From an optimization exercise on the open Yosys and OpenROAD flow, aimed at small area; shortcuts taken in it are not production practice.
In this exercise RTL edits were held to simulation tests only and were not proved equivalent to the original.
No activity file was given, so power comes from the tool's default toggle rates. No driver is modelled on the clock port, so clocking that relies on it looks cheaper here than on a real chip.

Setup of try-garnet:
## ld19_frame_core
module ld19_frame_core (
    input  wire         clk,
    input  wire         rst,         
    input  wire         in_valid,
    input  wire         in_eos,
    input  wire [7:0]   in_data,
    output wire         in_ready,
    input  wire         resume,      
    output reg          ev_valid,
    output reg  [2:0]   ev_kind,
    output wire [604:0] ev_payload
);
==> flow/config.mk <==
export PLATFORM = sky130hd
export DESIGN_NAME = ld19_frame_core
export DESIGN_NICKNAME = ld19_frame_core
export VERILOG_FILES = /design/flow/design.v
export SDC_FILE = /design/flow/constraint.sdc
export NUM_CORES = 4
export LEC_CHECK = 0
export CAP_MARGIN = 20
export CORE_MARGIN = 2
export CORE_UTILIZATION = 60
export CTS_BUF_LIST = sky130_fd_sc_hd__clkbuf_8
export SLEW_MARGIN = 20
==> flow/constraint.sdc <==
create_clock -name core_clock -period 12.0 [get_ports {clk}]
set_input_delay 2.4000 -clock core_clock [delete_from_list [all_inputs] [get_ports {clk}]]
set_output_delay 2.4000 -clock core_clock [all_outputs]
set_load 0.01 [all_outputs]
standard.sh (not shown) runs the stock make flow with config.mk's settings and CLKGATE_MAP_FILE= SYNTH_SCRIPT=/design/flow/synth_recipe.tcl, a recipe that flattens the netlist after the stock synthesis.
==> flow/flow/run.sh <==
#!/bin/bash
# Layout flow: the standard ORFS flow, with every input and output port
# buffered by the smallest buffer (buf_1) instead of the default port buffer.
# Each tool's full output stays in the ORFS logs under orfs/logs; make's own
# output goes to flow_make.log in this folder.
set -euo pipefail
export BUFFER_PORTS_ARGS="-buffer_cell sky130_fd_sc_hd__buf_1"
bash standard.sh > flow_make.log 2>&1
Input changes introduced in try-sierra (baseline for comparison: try-garnet):
# try-garnet
export LEC_CHECK = 0
export CAP_MARGIN = 20
export CORE_MARGIN = 2
export CORE_UTILIZATION = 60
export CTS_BUF_LIST = sky130_fd_sc_hd__clkbuf_8
export SLEW_MARGIN = 20
create_clock -name core_clock -period 12.0 [get_ports {clk}]
# try-sierra
export LEC_CHECK = 0
export CAP_MARGIN = 20
export CORE_MARGIN = 2
export CORE_UTILIZATION = 60
export CTS_CLUSTER_DIAMETER = 80
export CTS_CLUSTER_SIZE = 30
export SLEW_MARGIN = 20
create_clock -name core_clock -period 12.0 [get_ports {clk}]
==> flow/flow/run.sh <==
#!/bin/bash
# Layout flow: the standard ORFS flow, with every input and output port
# buffered by the smallest buffer (buf_1) instead of the default port buffer,
# and clock tree synthesis without dummy loads.
# Each tool's full output stays in the ORFS logs under orfs/logs; make's own
# output goes to flow_make.log in this folder.
set -euo pipefail
export BUFFER_PORTS_ARGS="-buffer_cell sky130_fd_sc_hd__buf_1"
export CTS_ARGS="-sink_clustering_enable -repair_clock_nets -sink_clustering_size 30 -sink_clustering_max_diameter 80 -dont_use_dummy_load"
bash standard.sh > flow_make.log 2>&1
--- outcome ---
Higher smallest setup slack after layout among try-sierra and try-garnet: try-sierra. Compared with try-garnet, try-sierra shows a utilization that is 4.5 points lower. Global-route track usage on met2 for try-sierra: 1.3 points down relative to try-garnet. Global-route wire length before repair (higher): try-garnet. The number of levels the H-tree was split into of try-sierra falls short of that of try-garnet by 2. try-sierra improves on try-garnet in post-layout minimum cycle time.
Edits applied to the flow inputs when going from try-sierra to try-cedar:
# try-sierra
export LEC_CHECK = 0
export CAP_MARGIN = 20
export CORE_MARGIN = 2
export CORE_UTILIZATION = 60
export CTS_CLUSTER_DIAMETER = 80
export CTS_CLUSTER_SIZE = 30
export SLEW_MARGIN = 20
create_clock -name core_clock -period 12.0 [get_ports {clk}]
# try-cedar
export LEC_CHECK = 0
export CAP_MARGIN = 20
export CORE_MARGIN = 2
export CORE_UTILIZATION = 60
export SLEW_MARGIN = 20
create_clock -name core_clock -period 12.0 [get_ports {clk}]
==> flow/flow/run.sh <==
#!/bin/bash
# Layout flow: the standard ORFS flow, with every input and output port
# buffered by the smallest buffer (buf_1) instead of the default port buffer.
# Each tool's full output stays in the ORFS logs under orfs/logs; make's own
# output goes to flow_make.log in this folder.
set -euo pipefail
export BUFFER_PORTS_ARGS="-buffer_cell sky130_fd_sc_hd__buf_1"
bash standard.sh > flow_make.log 2>&1
## What came out
- Taking try-sierra as the reference, in try-cedar sequential cell count did not really move, sequential share of cell area now smaller, routed wire length now larger.
- For try-sierra, the top routing layer in use was met4, unlike try-cedar, where it was met5.
- Looking at clock-buffer cell count, try-cedar sits 61 higher than try-sierra does.
- Taking try-sierra as the reference, in try-cedar sum of routed wire segments on met1 went up 600 µm; design area picked up an extra 1300 µm².
- Total chip power grows by more than 10% when moving from try-sierra to try-cedar.
Setup changes, try-cedar to try-onyx
# try-cedar
export LEC_CHECK = 0
export CAP_MARGIN = 20
export CORE_MARGIN = 2
export CORE_UTILIZATION = 60
export SLEW_MARGIN = 20
create_clock -name core_clock -period 12.0 [get_ports {clk}]
# try-onyx
export LEC_CHECK = 0
export CAP_MARGIN = 20
export CORE_MARGIN = 2
export CORE_UTILIZATION = 70
export CTS_CLUSTER_DIAMETER = 80
export CTS_CLUSTER_SIZE = 30
export SLEW_MARGIN = 20
create_clock -name core_clock -period 12.0 [get_ports {clk}]
==> flow/flow/run.sh <==
#!/bin/bash
# Layout flow: the standard ORFS flow, with every input and output port
# buffered by the smallest buffer (buf_1) instead of the default port buffer,
# and clock tree synthesis without dummy loads.
# Each tool's full output stays in the ORFS logs under orfs/logs; make's own
# output goes to flow_make.log in this folder.
set -euo pipefail
export BUFFER_PORTS_ARGS="-buffer_cell sky130_fd_sc_hd__buf_1"
export CTS_ARGS="-sink_clustering_enable -repair_clock_nets -sink_clustering_size 30 -sink_clustering_max_diameter 80 -dont_use_dummy_load"
bash standard.sh > flow_make.log 2>&1
Notes after the runs:
Compared with try-cedar, try-onyx shows horizontal extent of the die that has gone down by a little under 10%.
Relative to try-cedar, placement row count has decreased by 5 in try-onyx.
Tool error PPL-0024 stopped try-onyx during I/O pin placement (3_2_place_iop); no final results.
Comparing try-onyx against try-cedar, there is no change at all in post-synthesis cell count.
NOTE: effective utilization at floorplan in try-onyx exceeds that of try-cedar
For try-maple, these inputs were changed with respect to try-onyx:
# try-onyx
export LEC_CHECK = 0
export CAP_MARGIN = 20
export CORE_MARGIN = 2
export CORE_UTILIZATION = 70
export CTS_CLUSTER_DIAMETER = 80
export CTS_CLUSTER_SIZE = 30
export SLEW_MARGIN = 20
create_clock -name core_clock -period 12.0 [get_ports {clk}]
# try-maple
export LEC_CHECK = 0
export CAP_MARGIN = 20
export CORE_MARGIN = 2
export CORE_UTILIZATION = 70
export CTS_CLUSTER_DIAMETER = 100
export CTS_CLUSTER_SIZE = 40
export SLEW_MARGIN = 20
create_clock -name core_clock -period 12.0 [get_ports {clk}]
==> flow/flow/run.sh <==
#!/bin/bash
# Layout flow: the standard ORFS flow, with every input and output port
# buffered by the smallest buffer (buf_1) instead of the default port buffer.
# Each tool's full output stays in the ORFS logs under orfs/logs; make's own
# output goes to flow_make.log in this folder.
set -euo pipefail
export BUFFER_PORTS_ARGS="-buffer_cell sky130_fd_sc_hd__buf_1"
bash standard.sh > flow_make.log 2>&1
### Flow results
Comparing try-maple against try-onyx, there is no change at all in number of synthesized flops with an enable pin. No final results exist for try-maple, since it was stopped by error PPL-0024 during I/O pin placement (3_2_place_iop). Changes observed in try-maple relative to try-onyx: y dimension of the die held steady; mean instance size in the synthesized netlist was more or less identical; synthesized area flat; effective utilization at floorplan was more or less identical; fraction of the mapped netlist area in compound gates comparable. From try-onyx to try-maple the numbers moved as follows: number of rows created at floorplan now sits at about the same level, chip width now sits at about the same level.

==> what the ideal ports hide <==
No port has a modelled driver above. Below, the same layouts with a new extraction and two added sets of constraints.
Step 1: set_driving_cell puts a clkbuf_16 on clk and a buf_2 on each other input, an assumption about the parent block.
Step 2 also shifts input and output timing later by t, the mid clock arrival at the registers, as if the neighbouring blocks saw the same clock.
Three values: no drivers, after step 1, after step 2; two values: the first two.
| run | shift t [ns] | setup WS [ns] | latest minus earliest clock arrival (ns) |
|---|---|---|---|
| try-garnet | 0.678 | 4.120 / 4.120 / 4.120 | 0.026 / 0.026 |
| try-sierra | 0.609 | 4.193 / 4.193 / 4.193 | 0.034 / 0.035 |
| try-cedar | 0.630 | 4.127 / 4.127 / 4.127 | 0.020 / 0.020 |
After both steps every run listed still meets setup and hold.
